This design comes from an exercise in tuning for small area on the open sky130 flow, not from production work.
In this exercise RTL edits were held to simulation tests only and were not proved equivalent to the original.
Power is estimated from default activity; no workload was simulated.

run a:
Design rab, start of the top module:
module rab (
    input  wire        clk,
    input  wire        rst,
    input  wire        sub_valid,
    input  wire        sub_ctx,
    input  wire [31:0] sub_cmd,
    input  wire [31:0] sub_arg0,
    input  wire [31:0] sub_arg1,
    output wire [1:0]  busy,
    output wire [1:0]  done,
    output wire [2:0]  status0,
    output wire [31:0] result0,
    output wire [2:0]  status1,
    output wire [31:0] result1,
    output reg         bus_req,
    output reg         bus_we,
    output reg  [31:0] bus_addr,
    output reg  [31:0] bus_wdata,
    input  wire        bus_ack,
    input  wire [31:0] bus_rdata,
    input  wire        bus_err,
    output reg         irq_valid,
    output reg  [7:0]  irq_num,
    output reg  [2:0]  irq_prio,
    output reg         ntf_valid,
    output reg  [31:0] ntf_token
);
For scale: ~4400 cells after synthesis, roughly 320 I/O pins, roughly 56000 sq um of cells after synthesis.
make LEC_CHECK=0 CAP_MARGIN=20 CORE_MARGIN=2 CORE_UTILIZATION=30 CTS_BUF_LIST=sky130_fd_sc_hd__clkbuf_8 CTS_CLUSTER_DIAMETER=60 CTS_CLUSTER_SIZE=16 PLACE_DENSITY=0.6 SLEW_MARGIN=20 finish   # period 12.0 ns
run.sh (not shown) runs the stock make flow with config.mk's settings and CLKGATE_MAP_FILE= SYNTH_SCRIPT=/design/flow/synth_recipe.tcl, a recipe that flattens the netlist after the stock synthesis.
The flow did not stop early for run a: all stages ran, and the layout cleared the timing, DRC and antenna checks.
The following lists how run b was set up differently from run a:
- CAP_MARGIN now 0, was 20
- SLEW_MARGIN now 0, was 20
==> flow/flow/run.sh (new file) <==
#!/bin/bash
set -euo pipefail
bash standard.sh "BUFFER_PORTS_ARGS=-buffer_cell sky130_fd_sc_hd__buf_1" RECOVER_POWER=100 finish > flow_standard.log 2>&1
==> flow/standard.sh (new file) <==
#!/bin/bash
# synth_recipe.tcl (not shown) runs the flow's synth.tcl, then flattens the netlist and writes it again
# the make line also repeats each setting of config.mk as NAME=value (left out here)
make -C /OpenROAD-flow-scripts/flow DESIGN_CONFIG=/design/flow/config.mk WORK_HOME=/design/flow/orfs CLKGATE_MAP_FILE= SYNTH_SCRIPT=/design/flow/synth_recipe.tcl "${@:-finish}"
removed: flow/run.sh
Findings:
Run b finished all stages; layout check result: FAIL, due to max-capacitance violations, max-slew violations. The setup slack of run b falls short of that of run a by 0.31 ns. Run a and run b ended up with nearly the same number of clock sinks seen by CTS. Relative to run a, run b improves wire length of the first global-routing pass. Across both runs, count of final max-slew check failures was higher for run b than for run a. NOTE routed length on met2 run a->run b increased slightly. Run b: number of buffers and inverters on the critical path higher than run a.

* * *

job 6854:
Another version of the RTL of rab (not shown whole).
Size in the first run: about 4,300 cells after synthesis, ~320 I/O pins, ~55,000 µm² of cells after synthesis.
export LEC_CHECK = 0
export CAP_MARGIN = 20
export CORE_MARGIN = 2
export CORE_UTILIZATION = 30
export CTS_BUF_LIST = sky130_fd_sc_hd__clkbuf_8
export CTS_CLUSTER_DIAMETER = 60
export CTS_CLUSTER_SIZE = 16
export GPL_TIMING_DRIVEN = 0
export PLACE_DENSITY = 0.6
export SLEW_MARGIN = 20
create_clock -name core_clock -period 12.0 [get_ports {clk}]
standard.sh (not shown) runs the stock make flow with config.mk's settings and CLKGATE_MAP_FILE= SYNTH_SCRIPT=/design/flow/synth_recipe.tcl, a recipe that flattens the netlist after the stock synthesis.
==> flow/flow/run.sh <==
#!/bin/bash
set -euo pipefail
bash standard.sh "BUFFER_PORTS_ARGS=-buffer_cell sky130_fd_sc_hd__buf_1" "PRE_GLOBAL_PLACE_TCL=$PWD/flow/pre_gpl.tcl" finish > flow_standard.log 2>&1
==> flow/flow/pre_gpl.tcl <==
# Remove the synthesis buffers before placement (as timing-driven placement does).
remove_buffers
> inputs changed (job 6854 -> job 2713)
Settings: PLACE_DENSITY changed from 0.6 to 0.7; CORE_UTILIZATION changed from 30 to 50; GPL_TIMING_DRIVEN removed (was 0).
==> flow/flow/run.sh <==
#!/bin/bash
set -euo pipefail
bash standard.sh "BUFFER_PORTS_ARGS=-buffer_cell sky130_fd_sc_hd__buf_1" finish > flow_standard.log 2>&1
removed: flow/flow/pre_gpl.tcl
Notes after the runs:
- Summary of job 2713 over job 6854: post-CTS clock slew at the launch and capture registers of the worst setup and hold paths went up; die area went down; post-synthesis to final-layout area growth went down; maximum frequency went up.
- Row setup slack: job 2713 higher / job 6854 lower
- Measured against job 2713, the non-clock buffer count of job 6854 comes out at 1.08 times the reference value.
Input changes introduced in job 937 (baseline for comparison: job 2713):
Settings: CORE_UTILIZATION: 50 -> 30; PLACE_DENSITY: 0.7 -> 0.6.
## What came out
Job 937 | stages: all done | timing, DRC, antenna: all pass. Relative to job 2713, the instance count after placement with tap cells included measured on job 937 has increased by more than 10%. Summary of job 937 over job 2713: minimum setup slack in the final design shows a reduction of 170 ps; power increased by 1.2% relative to the old numbers. The run showing the smaller sequential portion of the cell area is job 937. Number of core rows in job 937 is 36 above job 2713. Relative to job 2713, number of buffers created by CTS has increased by 2 in job 937. Job 937 vs. job 2713: non-clock buffer count went down by 2. On job 937: critical path depth is 1 higher than what job 2713 gave. Job 937 vs. job 2713: minimum clock period after layout went up by 170 ps.
Modified inputs, job 1469 compared to job 937
Settings: PLACE_DENSITY: 0.6 -> 0.9; CORE_UTILIZATION: 30 -> 40.
Results
Re count of buffering cells on the critical path with inverters included: job 1469 is 3 down on job 937. Final area went down slightly going from job 937 to job 1469. For job 937, the cell with the largest stage delay on the worst path was a221oi_1, unlike job 1469, where it was o211ai_1. On clock network power share: between job 1469 and job 937, it ends up higher for job 937.

* * *

== job 5535 ==
Starting RTL as in the previous note.
Settings: LEC_CHECK=0, CAP_MARGIN=0, CORE_MARGIN=2, CORE_UTILIZATION=30, CTS_BUF_LIST=sky130_fd_sc_hd__clkbuf_8, CTS_CLUSTER_DIAMETER=60, CTS_CLUSTER_SIZE=16, PLACE_DENSITY=0.6, SLEW_MARGIN=0; clock period 12.0 ns.
==> flow/flow/run.sh <==
#!/bin/bash
set -euo pipefail
bash standard.sh "BUFFER_PORTS_ARGS=-buffer_cell sky130_fd_sc_hd__buf_1" finish > flow_standard.log 2>&1
Job 5535 completed every stage of the flow, and the final layout passed the timing, DRC and antenna checks.
Here is what was changed in the inputs of job 6341 compared with job 5535.
Settings: SLEW_MARGIN changed from 0 to 20; CTS_CLUSTER_SIZE changed from 16 to 24; CTS_CLUSTER_DIAMETER changed from 60 to 80; CTS_BUF_LIST changed from sky130_fd_sc_hd__clkbuf_8 to sky130_fd_sc_hd__clkbuf_16; CAP_MARGIN changed from 0 to 20.
==> notes.md <==
The via count reported for job 6341 is smaller than that of job 5535 by 160. Looking at total power, job 6341 sits 2.5% higher than job 5535 does. Sequential share of cell area: higher on job 5535. Row worst path setup slack after routing: job 6341 higher / job 5535 lower.
diff inputs: job 6341 => job 6707
Settings: changing CTS_CLUSTER_DIAMETER from 80 to 100; changing CTS_CLUSTER_SIZE from 24 to 30.
[summary]
Compare job 6341 and job 6707 | fraction of layout instances using a drive strength above 1 higher: job 6341. Job 6707 — final worst-path setup slack 0.071 ns lower, job 6341 as reference. Min switching power summed over all nets across job 6341 and job 6707: job 6707. The share of the final layout cell area in multi-input gates reported for job 6707 is greater than that of job 6341 by 0.26 points. Summary of the comparison: minimum clock period after layout is higher in job 6707, relative to job 6341. Going from job 6341 to job 6707, number of antenna violations at the first check in global routing went up by 1, number of buffers created by CTS went down by 17, total power went down by about 5%, cell count was more or less identical, clock slew at the register clock pins of the worst setup and hold paths went up by 0.03 ns. On via count of the first global-routing pass, the higher figure sits with job 6341, not job 6707.
What job 9704 does differently from job 6707 at the input level:
Settings: CTS_CLUSTER_SIZE now 16, was 30; ABC_AREA now 1, previously not set; CTS_BUF_LIST now sky130_fd_sc_hd__clkbuf_8, was sky130_fd_sc_hd__clkbuf_16; CTS_CLUSTER_DIAMETER now 60, was 100.
==> comparison <==
Compared with job 6707, job 9704 shows area taken by multi-input logic gates that has gone down by a few percent.
Delta (job 9704 minus job 6707): worst hold slack went up 0.0044 ns; share of the clock period used by the worst path after layout went down 7.3 points.
Job 9704 — switching part of the total 1.5 points higher, job 6707 as reference
Going from job 6707 to job 9704, worst setup slack after layout grows by 0.87 ns.
From job 6707 to job 9704 the numbers moved as follows: share of the core filled with cells shows an increase of 0.35 points; die outline width up 0.86%; final area now larger; maximum clock rate rose 8.5%; share of power burned in the clock network went up.
#### Input delta (job 2156 over job 9704)
Settings: CTS_CLUSTER_SIZE: 16 -> 8; ABC_AREA: 1 -> unset; CTS_BUF_LIST: sky130_fd_sc_hd__clkbuf_8 -> sky130_fd_sc_hd__clkbuf_4; CTS_CLUSTER_DIAMETER: 60 -> 40.
Notes after the runs:
Going from job 9704 to job 2156, top fanout value on the critical path now smaller; critical path depth fell 8; buffer depth of the longest clock path essentially unchanged.
The inputs of job 9176 differ from those of job 2156 as listed below.
Settings: CTS_BUF_LIST changed from sky130_fd_sc_hd__clkbuf_4 to sky130_fd_sc_hd__clkbuf_8; CTS_CLUSTER_SIZE changed from 8 to 18.
Notes after the runs:
Between job 2156 and job 9176, the well-tap cell count figures differ only marginally. Job 9176 against job 2156: final worst-path cycle share saw a decrease, proportion of power drawn by the clock network shows an increase of 3.6 points, routed length on met3 now sits lower. On area growth from synthesis to layout: between job 9176 and job 2156, it ends up lower for job 2156.

* * *

v43:
rab with an RTL version that a note above also has.
Size: about 4400 cells after synthesis, roughly 1300 flip-flops, about 320 I/O pins, about 0.056 mm^2 of cells after synthesis.
==> flow/config.mk <==
export PLATFORM = sky130hd
export DESIGN_NAME = rab
export DESIGN_NICKNAME = rab
export VERILOG_FILES = /design/flow/design.v
export SDC_FILE = /design/flow/constraint.sdc
export NUM_CORES = 4
export LEC_CHECK = 0
export CAP_MARGIN = 20
export CORE_MARGIN = 2
export CORE_UTILIZATION = 30
export CTS_BUF_LIST = sky130_fd_sc_hd__clkbuf_16
export CTS_CLUSTER_DIAMETER = 60
export CTS_CLUSTER_SIZE = 24
export PLACE_DENSITY = 0.6
export SLEW_MARGIN = 20
==> flow/constraint.sdc <==
create_clock -name core_clock -period 12.0 [get_ports {clk}]
set_input_delay 2.4000 -clock core_clock [delete_from_list [all_inputs] [get_ports {clk}]]
set_output_delay 2.4000 -clock core_clock [all_outputs]
set_load 0.01 [all_outputs]
run.sh (not shown) runs the stock make flow with config.mk's settings and CLKGATE_MAP_FILE= SYNTH_SCRIPT=/design/flow/synth_recipe.tcl, a recipe that flattens the netlist after the stock synthesis.
Stock flow here: none of the scripts above is used.
The inputs of v11 differ from those of v43 as listed below.
Settings: a change of CTS_BUF_LIST from sky130_fd_sc_hd__clkbuf_16 to sky130_fd_sc_hd__clkbuf_8; a change of CORE_UTILIZATION from 30 to 50; a change of PLACE_DENSITY from 0.6 to 0.7; a change of CTS_CLUSTER_SIZE from 24 to 16.
==> flow/flow/run.sh (new file) <==
#!/bin/bash
set -euo pipefail
bash standard.sh "BUFFER_PORTS_ARGS=-buffer_cell sky130_fd_sc_hd__buf_1" RECOVER_POWER=100 finish > flow_standard.log 2>&1
==> flow/standard.sh (new file) <==
#!/bin/bash
# synth_recipe.tcl (not shown) runs the flow's synth.tcl, then flattens the netlist and writes it again
# the make line also repeats each setting of config.mk as NAME=value (left out here)
make -C /OpenROAD-flow-scripts/flow DESIGN_CONFIG=/design/flow/config.mk WORK_HOME=/design/flow/orfs CLKGATE_MAP_FILE= SYNTH_SCRIPT=/design/flow/synth_recipe.tcl "${@:-finish}"
removed: flow/run.sh
## What came out
v11 vs. v43: placement-stage worst setup slack shows an increase of 0.82 ns; starting density of the core shows an increase of 20 points; synthesized area shows no meaningful change.
Against v43, v11 comes in about 46% higher on total met3 wirelength after detailed routing.
Compared with v43, in v11 portion of total power attributed to combinational logic went up 0.2 points; clock latency on the worst-skew pair went up 0.09 ns; maximum net fanout on the critical path went up 17%; number of instances in the synthesized netlist held; reported max-cap violation count went up 45.
The flow completed for v11, but it is not clean: the layout still shows max-capacitance violations, max-slew violations.
The flow did not stop early for v43: all stages ran, and the layout cleared the timing, DRC and antenna checks.
[v11 vs v43] number of clock buffer instances in the layout: higher in v11
NOTE post-DP HPWL v43->v11 decreased by more than 10%
Edits applied to the flow inputs when going from v11 to v8:
Settings: CORE_UTILIZATION changed from 50 to 30; PLACE_DENSITY changed from 0.7 to 0.6.
==> flow/flow/run.sh <==
#!/bin/bash
set -euo pipefail
bash standard.sh "BUFFER_PORTS_ARGS=-buffer_cell sky130_fd_sc_hd__buf_1" finish > flow_standard.log 2>&1
### Flow results
- v8 has completed all stages; timing, DRC and antenna checks passed.
- Diff v11 -> v8 | utilization after layout | decrease of 21 points
- Summary of v8 over v11: clock sink total stayed essentially flat, via count now smaller.
- v11 vs v8, capture point of the worst path: tl[13].cb[6]$_DFFE_PP_ vs bus_wdata[27]

## what the ideal ports hide
In the flow no input, the clock included, has a driving cell. The finished layouts below were timed again as built, in two steps.
Step 1 (the two cells are an assumption about what drives the block):
set clk [get_ports {clk}]
set_driving_cell -lib_cell sky130_fd_sc_hd__clkbuf_16 $clk
set_driving_cell -lib_cell sky130_fd_sc_hd__buf_2 [delete_from_list [all_inputs] $clk]
Step 2 times the ports against the registers' clock, not the clock port: input delays grow and output delays shrink by t, the midpoint of the rising clock arrivals with the driver on.
Three values: ideal, step 1, step 2; two values: the first two.
run	t (ns)	setup WS [ns]	latest minus earliest clock arrival (ns)	worst data-port slew with drivers (ns)
run a	0.944	0.761 / 0.675 / 1.619	0.094 / 0.094	0.12
run b	0.929	0.447 / 0.508 / -0.422	0.082 / 0.081	0.12
job 6854	0.940	0.378 / 0.307 / 1.247	0.099 / 0.099	0.25
job 2713	0.883	0.919 / 0.844 / 1.727	0.073 / 0.073	0.15
job 937	0.925	0.750 / 0.678 / 1.604	0.102 / 0.103	0.20
job 1469	0.932	0.780 / 0.712 / 1.645	0.045 / 0.045	0.28
job 5535	0.927	0.759 / 0.687 / 1.614	0.106 / 0.106	0.20
job 6341	0.770	0.982 / 0.902 / 1.672	0.064 / 0.064	0.25
job 6707	0.787	0.911 / 0.830 / 1.618	0.073 / 0.073	0.26
job 9704	0.986	1.784 / 1.701 / 2.687	0.117 / 0.117	0.23
job 2156	1.300	0.449 / 0.383 / 1.683	0.133 / 0.132	0.19
job 9176	0.978	0.735 / 0.663 / 1.641	0.081 / 0.081	0.24
v43	0.794	0.796 / 0.711 / 1.505	0.070 / 0.070	0.13
v11	0.867	0.965 / 0.900 / 0.141	0.056 / 0.056	0.11
v8	0.941	1.025 / 0.942 / 1.883	0.060 / 0.060	0.13
For run b, which loses most, drivers alone change the setup slack by +0.061 ns; drivers and shift together by -0.869 ns.
